What follows belongs to an exercise in optimizing a design on an open flow for small area, a short achievable clock period and few clock cycles per item; a production flow would make more cautious choices. Function was checked by simulation only, so behaviour that the tests miss may differ from the original.

==> inputs of exp/lagoon <==
## hrd_spim_engine
module hrd_spim_engine (
    input  wire        clk,
    input  wire        rst,
    input  wire        cmd_valid,
    output wire        cmd_ready,
    input  wire [1:0]  cmd_op,
    input  wire [63:0] cmd_word,
    input  wire [7:0]  cmd_chip,
    input  wire [15:0] cmd_cols,
    input  wire        cmd_drop,
    output wire        rsp_valid,
    input  wire        rsp_ready,
    output wire [45:0] rsp_time,
    output wire [15:0] rsp_col,
    output wire [9:0]  rsp_x,
    output wire        rsp_bin,
    output wire        rsp_oor,
    output wire        rsp_badchip,
    output wire        rsp_wrap,
    output wire        rsp_zero
);
==> flow/config.mk <==
export PLATFORM = sky130hd
export DESIGN_NAME = hrd_spim_engine
export DESIGN_NICKNAME = hrd_spim_engine
export VERILOG_FILES = /design/flow/design.v
export SDC_FILE = /design/flow/constraint.sdc
export NUM_CORES = 4
export LEC_CHECK = 0
export CAP_MARGIN = 20
export CORE_MARGIN = 2
export CORE_UTILIZATION = 40
export SLEW_MARGIN = 20
==> flow/constraint.sdc <==
create_clock -name core_clock -period 22.0 [get_ports {clk}]
set_input_delay 4.4000 -clock core_clock [delete_from_list [all_inputs] [get_ports {clk}]]
set_output_delay 4.4000 -clock core_clock [all_outputs]
set_load 0.01 [all_outputs]
standard.sh (not shown) runs the stock make flow with config.mk's settings and CLKGATE_MAP_FILE= SYNTH_SCRIPT=/design/flow/synth_recipe.tcl, a recipe that flattens the netlist after the stock synthesis.
==> flow/flow/run.sh <==
#!/bin/bash
# The standard layout (standard.sh: the standard flow's own synthesis, floorplan, placement, CTS, routing)
# with two changes for timing: ORFS's repair_timing is asked for a larger setup margin, so that
# it works on the paths that set the achieved clock period, and the port buffers that
# buffer_ports inserts on every input and output are buf_4 cells. Each tool's output goes to
# the ORFS logs under orfs/logs; make's own output goes to flow_make.log here.
set -euo pipefail
bash standard.sh SETUP_SLACK_MARGIN=16 "BUFFER_PORTS_ARGS=-buffer_cell sky130_fd_sc_hd__buf_4" finish > flow_make.log 2>&1
==> exp/quartz (differences from exp/lagoon) <==
--- a/flow/design.v
+++ b/flow/design.v
@@ -79,26 +79,38 @@
             a = {rs[47:0], lqs[17:16]};
             b = {rc[47:0], lqc[17:16]};
             q = qsel(a[49:42] + b[49:42], kd);
             srt_step = srt_apply(a, b, lqs[15:0], lqc[15:0], q, nd);
         end
     endfunction
-    function [135:0] srt_first;
-        input [49:0] rs, rc;
-        input [17:0] lqs, lqc;
-        input [45:0] nd;
-        input [2:0]  kd;
-        reg [49:0] a, b;
-        reg [7:0]  e;
-        reg        q1;
+    function q1_sel;
+        input [4:0] dt, ct;
+        input [3:0] nt;       
+        reg   [8:0] t;
+        reg   [9:0] pr;
         begin
-            a = {rs[47:0], lqs[17:16]};
-            b = {rc[47:0], lqc[17:16]};
-            e = a[49:42] + b[49:42];
-            q1 = $signed(e) >= (kd[2] ? 8'sd6 : 8'sd4);
-            srt_first = srt_apply(a, b, lqs[15:0], lqc[15:0], {1'b0, 1'b0, q1}, nd);
+            case (nt)
+                4'd0: t = 9'd182;
+                4'd1: t = 9'd192;
+                4'd2: t = 9'd203;
+                4'd3: t = 9'd214;
+                4'd4: t = 9'd224;
+                4'd5: t = 9'd235;
+                4'd6: t = 9'd246;
+                4'd7: t = 9'd256;
+                4'd8: t = 9'd267;
+                4'd9: t = 9'd278;
+                4'd10: t = 9'd288;
+                4'd11: t = 9'd299;
+                4'd12: t = 9'd310;
+                4'd13: t = 9'd320;
+                4'd14: t = 9'd331;
+                4'd15: t = 9'd342;
+            endcase
+            pr = dt * ct;
+            q1_sel = pr >= {1'b0, t};
         end
     endfunction
     function [135:0] srt_step2;
         input [49:0] rs, rc;
         input [17:0] lqs, lqc;
         input [45:0] nd;
@@ -171,12 +183,13 @@
     assign cmd_ready = fen_q;
     integer k, j;
     reg        v0;
     reg [1:0]  op0;
     reg [33:0] u0;       
     reg [3:0]  fine0;    
+    reg        ovf0;     
     reg [7:0]  x00;      
     reg        bad0;
     reg [1:0]  ch0;
     reg [15:0] cols0;
     reg        drop0;
     wire       cmd_ev = (cmd_op == 2'd2);
@@ -184,41 +197,36 @@
         if (rst) v0 <= 1'b0;
         else if (fen) v0 <= cmd_valid;
         if (fen) begin
             op0   <= cmd_op;
             u0    <= cmd_ev ? {cmd_word[15:0], cmd_word[43:30], ~cmd_word[19:16]} : {cmd_word[41:9], 1'b0};
             fine0 <= cmd_ev ? 4'd0 : cmd_word[8:5];
+            ovf0  <= ~cmd_ev & (&cmd_word[41:9]) & (cmd_word[8:5] >= 4'd13);
             x00   <= {cmd_word[59:53], cmd_word[46]};
             bad0  <= |cmd_chip[7:2];
             ch0   <= cmd_chip[1:0];
             cols0 <= cmd_cols;
             drop0 <= cmd_drop;
         end
     end
     wire [33:0] u      = u0;
     wire [3:0]  fine   = fine0;
-    wire [46:0] t0 = {13'd0, u};
+    wire [46:0] t0 = {ovf0 ? 13'd5067 : 13'd0, u};
     wire [46:0] t1 = {11'd0, u, 2'd0};
     wire [46:0] t2 = {9'd0, u, 4'd0};
     wire [46:0] t3 = {8'd0, u, 5'd0};
     wire [46:0] t4 = {3'd0, u, 10'd0};
     wire [46:0] t5 = {2'd0, u[33:0], 11'd0};
-    wire [46:0] t6 = {34'd0, fine, 9'd0};
-    wire [46:0] t7 = {40'd0, fine, 3'd0};
+    wire [46:0] tf = {34'd0, fine, 2'd0, fine, 3'd0};
     wire [46:0] a1s = t0 ^ t1 ^ t2, a1c = ((t0 & t1) | (t0 & t2) | (t1 & t2)) << 1;
     wire [46:0] b1s = t3 ^ t4 ^ t5, b1c = ((t3 & t4) | (t3 & t5) | (t4 & t5)) << 1;
     wire [46:0] a2s = a1s ^ a1c ^ b1s, a2c = ((a1s & a1c) | (a1s & b1s) | (a1c & b1s)) << 1;
-    wire [46:0] b2s = b1c ^ t6 ^ t7,   b2c = ((b1c & t6) | (b1c & t7) | (t6 & t7)) << 1;
-    wire [46:0] a3s = a2s ^ a2c ^ b2s, a3c = ((a2s & a2c) | (a2s & b2s) | (a2c & b2s)) << 1;
-    wire [46:0] a4s = a3s ^ a3c ^ b2c, a4c = ((a3s & a3c) | (a3s & b2c) | (a3c & b2c)) << 1;
-    wire [34:0] slo = {1'b0, a4s[33:0]} + {1'b0, a4c[33:0]};
-    wire [12:0] sh0 = a4s[46:34] + a4c[46:34];
-    wire [12:0] sh1 = a4s[46:34] + a4c[46:34] + 13'd1;
-    wire [11:0] ph0 = (sh0 >= 13'd3125) ? sh0[11:0] - 12'd3125 : sh0[11:0];
-    wire [11:0] ph1 = (sh1 >= 13'd3125) ? sh1[11:0] - 12'd3125 : sh1[11:0];
-    wire [45:0] p   = {slo[34] ? ph1 : ph0, slo[33:0]};
+    wire [46:0] a3s = a2s ^ a2c ^ b1c, a3c = ((a2s & a2c) | (a2s & b1c) | (a2c & b1c)) << 1;
+    wire [46:0] a4s = a3s ^ a3c ^ tf,  a4c = ((a3s & a3c) | (a3s & tf) | (a3c & tf)) << 1;
+    wire [46:0] s   = a4s + a4c;
+    wire [45:0] p   = s[45:0];
     wire [7:0]  x0  = x00;
     reg  [9:0]  xv;
     always @(*) begin
         case (ch0)
             2'd0:    xv = 10'd255  - {2'b00, x0};
             2'd1:    xv = 10'd1020 - {2'b00, x0};
@@ -247,15 +255,16 @@
     reg [45:0] NB0, NB1;
     wire        ln1   = (op1 == 2'd1);
     wire        st1   = (op1 == 2'd0);
     wire        ev1   = (op1 == 2'd2);
     wire [45:0] bsel  = ln1 ? E : REF;
     wire [46:0] diff  = {1'b0, val1} - {1'b0, bsel};
+    wire [46:0] diffr = {1'b0, val1} - {1'b0, bsel} + R_TU;
     wire        negd  = diff[46];
     wire        addr  = negd & (ln1 | WRAP);
-    wire [45:0] res   = {diff[45:34] + (addr ? 12'd3125 : 12'd0), diff[33:0]};
+    wire [45:0] res   = addr ? diffr[45:0] : diff[45:0];
     wire        zero1 = (val1 == E);
     wire        low1  = negd & ~WRAP;
     always @(posedge clk) begin
         if (rst) begin
             E <= 46'd0; REF <= 46'd0; WRAP <= 1'b0; IVZ <= 1'b1;
         end else if (fen & v1) begin
@@ -311,12 +320,13 @@
     reg        fo   [3:NL];
     reg        fc   [3:NL];
     reg        fh   [3:NL];
     reg        dv   [3:NL];
     reg        tg   [3:NL];
     reg [2:0]  kk   [3:NL];
+    reg        n41_3;        
     reg [49:0] rs   [3:NL];    
     reg [49:0] rc   [3:NL];
     reg [17:0] lqs  [3:NL];    
     reg [17:0] lqc  [3:NL];
     reg [61:0] pp [0:15];
     reg [61:0] ys, yc;
@@ -363,13 +373,14 @@
         nrs[4] = {6'd0, ys[61:18]};
         nrc[4] = {6'd0, yc[61:18]};
         nls[4] = ys[17:0];
         nlc[4] = yc[17:0];
         nsel = tg[3] ? NB1 : NB0;
         for (j = 0; j < S4; j = j + 1) begin
-            st = srt_first(nrs[4], nrc[4], nls[4], nlc[4], nsel, kk[3]);
+            st = srt_apply({nrs[4][47:0], nls[4][17:16]}, {nrc[4][47:0], nlc[4][17:16]}, nls[4][15:0], nlc[4][15:0],
+                           {2'b00, q1_sel(rs[3][45:41], lqs[3][15:11], {kk[3], n41_3})}, nsel);
             {nrs[4], nrc[4], nls[4], nlc[4]} = {st[135:86], st[85:36], st[35:18], st[17:0]};
         end
         for (k = 5; k <= NL + 1; k = k + 1) begin
             nrs[k] = rs[k-1]; nrc[k] = rc[k-1]; nls[k] = lqs[k-1]; nlc[k] = lqc[k-1];
             nsel = tg[k-1] ? NB1 : NB0;
             if (k <= NL) begin
@@ -384,13 +395,13 @@
         if (!rst && adv) begin
             v[3] <= v2 & fen;
             for (k = 4; k <= NL; k = k + 1) v[k] <= v[k-1];
         end
         if (adv) begin
             tm[3] <= tm2; xx[3] <= x2; fb[3] <= ln2 ? wr2 : bin2; fo[3] <= ln2 ? zr2 : oor2; fc[3] <= ev2 & bad2;
-            fh[3] <= high2; dv[3] <= div2; tg[3] <= cur; kk[3] <= ncur[44:42];
+            fh[3] <= high2; dv[3] <= div2; tg[3] <= cur; kk[3] <= ncur[44:42]; n41_3 <= ncur[41];
             rs[3] <= {4'd0, dn}; rc[3] <= 50'd0; lqs[3] <= {2'd0, cols2}; lqc[3] <= 18'd0;
             for (k = 4; k <= NL; k = k + 1) begin
                 tm[k] <= tm[k-1]; xx[k] <= xx[k-1]; fb[k] <= fb[k-1]; fo[k] <= fo[k-1]; fc[k] <= fc[k-1];
                 fh[k] <= fh[k-1]; dv[k] <= dv[k-1]; tg[k] <= tg[k-1]; kk[k] <= kk[k-1];
                 rs[k] <= nrs[k]; rc[k] <= nrc[k]; lqs[k] <= nls[k]; lqc[k] <= nlc[k];
             end
CTS_CLUSTER_DIAMETER = 100   (was unset)
CTS_CLUSTER_SIZE = 24   (was unset)
==> exp/tundra (differences from exp/lagoon) <==
--- a/flow/design.v
+++ b/flow/design.v
@@ -79,26 +79,38 @@
             a = {rs[47:0], lqs[17:16]};
             b = {rc[47:0], lqc[17:16]};
             q = qsel(a[49:42] + b[49:42], kd);
             srt_step = srt_apply(a, b, lqs[15:0], lqc[15:0], q, nd);
         end
     endfunction
-    function [135:0] srt_first;
-        input [49:0] rs, rc;
-        input [17:0] lqs, lqc;
-        input [45:0] nd;
-        input [2:0]  kd;
-        reg [49:0] a, b;
-        reg [7:0]  e;
-        reg        q1;
+    function q1_sel;
+        input [4:0] dt, ct;
+        input [3:0] nt;       
+        reg   [8:0] t;
+        reg   [9:0] pr;
         begin
-            a = {rs[47:0], lqs[17:16]};
-            b = {rc[47:0], lqc[17:16]};
-            e = a[49:42] + b[49:42];
-            q1 = $signed(e) >= (kd[2] ? 8'sd6 : 8'sd4);
-            srt_first = srt_apply(a, b, lqs[15:0], lqc[15:0], {1'b0, 1'b0, q1}, nd);
+            case (nt)
+                4'd0: t = 9'd182;
+                4'd1: t = 9'd192;
+                4'd2: t = 9'd203;
+                4'd3: t = 9'd214;
+                4'd4: t = 9'd224;
+                4'd5: t = 9'd235;
+                4'd6: t = 9'd246;
+                4'd7: t = 9'd256;
+                4'd8: t = 9'd267;
+                4'd9: t = 9'd278;
+                4'd10: t = 9'd288;
+                4'd11: t = 9'd299;
+                4'd12: t = 9'd310;
+                4'd13: t = 9'd320;
+                4'd14: t = 9'd331;
+                4'd15: t = 9'd342;
+            endcase
+            pr = dt * ct;
+            q1_sel = pr >= {1'b0, t};
         end
     endfunction
     function [135:0] srt_step2;
         input [49:0] rs, rc;
         input [17:0] lqs, lqc;
         input [45:0] nd;
@@ -171,12 +183,13 @@
     assign cmd_ready = fen_q;
     integer k, j;
     reg        v0;
     reg [1:0]  op0;
     reg [33:0] u0;       
     reg [3:0]  fine0;    
+    reg        ovf0;     
     reg [7:0]  x00;      
     reg        bad0;
     reg [1:0]  ch0;
     reg [15:0] cols0;
     reg        drop0;
     wire       cmd_ev = (cmd_op == 2'd2);
@@ -184,41 +197,36 @@
         if (rst) v0 <= 1'b0;
         else if (fen) v0 <= cmd_valid;
         if (fen) begin
             op0   <= cmd_op;
             u0    <= cmd_ev ? {cmd_word[15:0], cmd_word[43:30], ~cmd_word[19:16]} : {cmd_word[41:9], 1'b0};
             fine0 <= cmd_ev ? 4'd0 : cmd_word[8:5];
+            ovf0  <= ~cmd_ev & (&cmd_word[41:9]) & (cmd_word[8:5] >= 4'd13);
             x00   <= {cmd_word[59:53], cmd_word[46]};
             bad0  <= |cmd_chip[7:2];
             ch0   <= cmd_chip[1:0];
             cols0 <= cmd_cols;
             drop0 <= cmd_drop;
         end
     end
     wire [33:0] u      = u0;
     wire [3:0]  fine   = fine0;
-    wire [46:0] t0 = {13'd0, u};
+    wire [46:0] t0 = {ovf0 ? 13'd5067 : 13'd0, u};
     wire [46:0] t1 = {11'd0, u, 2'd0};
     wire [46:0] t2 = {9'd0, u, 4'd0};
     wire [46:0] t3 = {8'd0, u, 5'd0};
     wire [46:0] t4 = {3'd0, u, 10'd0};
     wire [46:0] t5 = {2'd0, u[33:0], 11'd0};
-    wire [46:0] t6 = {34'd0, fine, 9'd0};
-    wire [46:0] t7 = {40'd0, fine, 3'd0};
+    wire [46:0] tf = {34'd0, fine, 2'd0, fine, 3'd0};
     wire [46:0] a1s = t0 ^ t1 ^ t2, a1c = ((t0 & t1) | (t0 & t2) | (t1 & t2)) << 1;
     wire [46:0] b1s = t3 ^ t4 ^ t5, b1c = ((t3 & t4) | (t3 & t5) | (t4 & t5)) << 1;
     wire [46:0] a2s = a1s ^ a1c ^ b1s, a2c = ((a1s & a1c) | (a1s & b1s) | (a1c & b1s)) << 1;
-    wire [46:0] b2s = b1c ^ t6 ^ t7,   b2c = ((b1c & t6) | (b1c & t7) | (t6 & t7)) << 1;
-    wire [46:0] a3s = a2s ^ a2c ^ b2s, a3c = ((a2s & a2c) | (a2s & b2s) | (a2c & b2s)) << 1;
-    wire [46:0] a4s = a3s ^ a3c ^ b2c, a4c = ((a3s & a3c) | (a3s & b2c) | (a3c & b2c)) << 1;
-    wire [34:0] slo = {1'b0, a4s[33:0]} + {1'b0, a4c[33:0]};
-    wire [12:0] sh0 = a4s[46:34] + a4c[46:34];
-    wire [12:0] sh1 = a4s[46:34] + a4c[46:34] + 13'd1;
-    wire [11:0] ph0 = (sh0 >= 13'd3125) ? sh0[11:0] - 12'd3125 : sh0[11:0];
-    wire [11:0] ph1 = (sh1 >= 13'd3125) ? sh1[11:0] - 12'd3125 : sh1[11:0];
-    wire [45:0] p   = {slo[34] ? ph1 : ph0, slo[33:0]};
+    wire [46:0] a3s = a2s ^ a2c ^ b1c, a3c = ((a2s & a2c) | (a2s & b1c) | (a2c & b1c)) << 1;
+    wire [46:0] a4s = a3s ^ a3c ^ tf,  a4c = ((a3s & a3c) | (a3s & tf) | (a3c & tf)) << 1;
+    wire [46:0] s   = a4s + a4c;
+    wire [45:0] p   = s[45:0];
     wire [7:0]  x0  = x00;
     reg  [9:0]  xv;
     always @(*) begin
         case (ch0)
             2'd0:    xv = 10'd255  - {2'b00, x0};
             2'd1:    xv = 10'd1020 - {2'b00, x0};
@@ -237,37 +245,37 @@
         if (rst) v1 <= 1'b0;
         else if (fen) v1 <= v0;
         if (fen) begin
             op1 <= op0; val1 <= p; x1 <= xv; bad1 <= bad0; cols1 <= cols0; drop1 <= drop0;
         end
     end
-    reg [45:0] E, REF, IV;
+    reg [45:0] E, REF;
     reg        WRAP, IVZ;
     reg [5:0]  SH;           
     reg        cur;          
     reg [45:0] NB0, NB1;
     wire        ln1   = (op1 == 2'd1);
     wire        st1   = (op1 == 2'd0);
     wire        ev1   = (op1 == 2'd2);
     wire [45:0] bsel  = ln1 ? E : REF;
     wire [46:0] diff  = {1'b0, val1} - {1'b0, bsel};
+    wire [46:0] diffr = {1'b0, val1} - {1'b0, bsel} + R_TU;
     wire        negd  = diff[46];
     wire        addr  = negd & (ln1 | WRAP);
-    wire [45:0] res   = {diff[45:34] + (addr ? 12'd3125 : 12'd0), diff[33:0]};
+    wire [45:0] res   = addr ? diffr[45:0] : diff[45:0];
     wire        zero1 = (val1 == E);
     wire        low1  = negd & ~WRAP;
     always @(posedge clk) begin
         if (rst) begin
             E <= 46'd0; REF <= 46'd0; WRAP <= 1'b0; IVZ <= 1'b1;
         end else if (fen & v1) begin
             if (st1) E <= val1;
             if (ln1) begin
                 E <= val1; REF <= E; WRAP <= negd; IVZ <= zero1;
             end
         end
-        if (fen & v1 & ln1) IV <= res;
     end
     reg        v2, ln2, ev2, bad2, low2, drop2, wr2, zr2;
     reg [45:0] tm2, dd2;
     reg [9:0]  x2;
     reg [15:0] cols2;
     always @(posedge clk) begin
@@ -285,13 +293,14 @@
         for (k = 0; k < 46; k = k + 1)
             if (dd2[k]) lz = 6'd45 - k[5:0];
     end
     wire [45:0] ncur   = cur ? NB1 : NB0;
     wire [5:0]  shamt  = ln2 ? lz : SH;
     wire [45:0] shd    = dd2 << shamt;
-    wire        high2  = ~low2 & (dd2 >= IV);
+    wire [45:0] topm   = ~({46{1'b1}} >> SH);
+    wire        high2  = ~low2 & ((|(dd2 & topm)) | (shd >= ncur));
     wire [45:0] dn     = low2 ? 46'd0 : (high2 ? ncur : shd);
     wire        div2   = ev2 & ~bad2 & ~IVZ;
     wire        bin2   = div2 & (~(low2 | high2) | ~drop2);
     wire        oor2   = ev2 & ~bad2 & (IVZ | low2 | high2);
     always @(posedge clk) begin
         if (rst) begin
@@ -311,12 +320,13 @@
     reg        fo   [3:NL];
     reg        fc   [3:NL];
     reg        fh   [3:NL];
     reg        dv   [3:NL];
     reg        tg   [3:NL];
     reg [2:0]  kk   [3:NL];
+    reg        n41_3;        
     reg [49:0] rs   [3:NL];    
     reg [49:0] rc   [3:NL];
     reg [17:0] lqs  [3:NL];    
     reg [17:0] lqc  [3:NL];
     reg [61:0] pp [0:15];
     reg [61:0] ys, yc;
@@ -363,13 +373,14 @@
         nrs[4] = {6'd0, ys[61:18]};
         nrc[4] = {6'd0, yc[61:18]};
         nls[4] = ys[17:0];
         nlc[4] = yc[17:0];
         nsel = tg[3] ? NB1 : NB0;
         for (j = 0; j < S4; j = j + 1) begin
-            st = srt_first(nrs[4], nrc[4], nls[4], nlc[4], nsel, kk[3]);
+            st = srt_apply({nrs[4][47:0], nls[4][17:16]}, {nrc[4][47:0], nlc[4][17:16]}, nls[4][15:0], nlc[4][15:0],
+                           {2'b00, q1_sel(rs[3][45:41], lqs[3][15:11], {kk[3], n41_3})}, nsel);
             {nrs[4], nrc[4], nls[4], nlc[4]} = {st[135:86], st[85:36], st[35:18], st[17:0]};
         end
         for (k = 5; k <= NL + 1; k = k + 1) begin
             nrs[k] = rs[k-1]; nrc[k] = rc[k-1]; nls[k] = lqs[k-1]; nlc[k] = lqc[k-1];
             nsel = tg[k-1] ? NB1 : NB0;
             if (k <= NL) begin
@@ -384,13 +395,13 @@
         if (!rst && adv) begin
             v[3] <= v2 & fen;
             for (k = 4; k <= NL; k = k + 1) v[k] <= v[k-1];
         end
         if (adv) begin
             tm[3] <= tm2; xx[3] <= x2; fb[3] <= ln2 ? wr2 : bin2; fo[3] <= ln2 ? zr2 : oor2; fc[3] <= ev2 & bad2;
-            fh[3] <= high2; dv[3] <= div2; tg[3] <= cur; kk[3] <= ncur[44:42];
+            fh[3] <= high2; dv[3] <= div2; tg[3] <= cur; kk[3] <= ncur[44:42]; n41_3 <= ncur[41];
             rs[3] <= {4'd0, dn}; rc[3] <= 50'd0; lqs[3] <= {2'd0, cols2}; lqc[3] <= 18'd0;
             for (k = 4; k <= NL; k = k + 1) begin
                 tm[k] <= tm[k-1]; xx[k] <= xx[k-1]; fb[k] <= fb[k-1]; fo[k] <= fo[k-1]; fc[k] <= fc[k-1];
                 fh[k] <= fh[k-1]; dv[k] <= dv[k-1]; tg[k] <= tg[k-1]; kk[k] <= kk[k-1];
                 rs[k] <= nrs[k]; rc[k] <= nrc[k]; lqs[k] <= nls[k]; lqc[k] <= nlc[k];
             end
==> comparison table <==
quantity	exp/quartz	exp/tundra	exp/lagoon
Result of the run	timing/DRC/antenna clean	timing/DRC/antenna clean	timing/DRC/antenna clean
Stage delay of the slowest cell on the critical path	0.63 ns	0.60 ns	0.54 ns
Via count	84534	85999	82474
Placed Instance Area	136000 sq um	135000 sq um	134000 sq um
Footprint of the multi-input gates	73400 sq um	78000 sq um	73500 sq um
Highest routed layer	met5	met5	met4
Count of cell types in the netlist	112	111	105
Clock transition at the registers of the reported paths	0.09 ns	0.06 ns	0.06 ns
Layout Cells excl Fill	15621	15968	15478
Depth of the worst register-to-register path	21	25	23
Bufs w/o clock	446	624	484
X dimension of the die	574 um	573 um	570 um
Routing usage on met2	34.5%	34.8%	33.5%
Max-slew headroom at the worst pin	18.4%	17.8%	24.4%
Number of logic inverters in the finished layout	1534	1504	1505
Inst Count DP	15285	15286	14911
Achievable clock frequency	163 MHz	145 MHz	162 MHz
Xor/xnor share of the synthesized area	4.61%	4.64%	4.94%
Testbench counts of exp/lagoon, summed over its fixed seeds: cycles 9,680, events 9,381.
Testbench counts of exp/quartz, summed over its fixed seeds: cycles 9,680, events 9,381.
Testbench counts of exp/tundra, summed over its fixed seeds: cycles 9,680, events 9,381.

==> port drivers added, routing unchanged <==
The results above use ideal ports. As a check the final layouts listed here were re-extracted and re-timed, cells and wires unchanged. Step 1: set_driving_cell puts a clkbuf_16 on clk and a buf_2 on each other input, an assumption about the parent block. Step 2 adds t to the input delays and takes it off the output delays; t is the mean of the earliest and latest rising clock arrival at the registers after step 1. Input paths then give back, and output paths get back, about the clock's delay inside the block. Three values: ideal ports, drivers, drivers and shift; two values: the first two.
run	shift t [ns]	setup slack, ns	worst hold slack (ns)	worst setup path at the end	latest minus earliest clock arrival (ns)
exp/lagoon	0.947	15.826 / 15.826 / 15.703	0.346 / 0.346 / 0.346	input to register	0.080 / 0.079
exp/quartz	0.964	15.855 / 15.759 / 15.901	0.388 / 0.388 / 0.388	input to register	0.109 / 0.109
exp/tundra	0.937	15.113 / 15.113 / 15.113	0.403 / 0.403 / 0.403	register to register	0.080 / 0.080
After both steps every run listed still meets setup and hold. For exp/lagoon, which loses most, drivers alone change the setup slack by 0.000 ns; drivers and shift together by -0.123 ns.
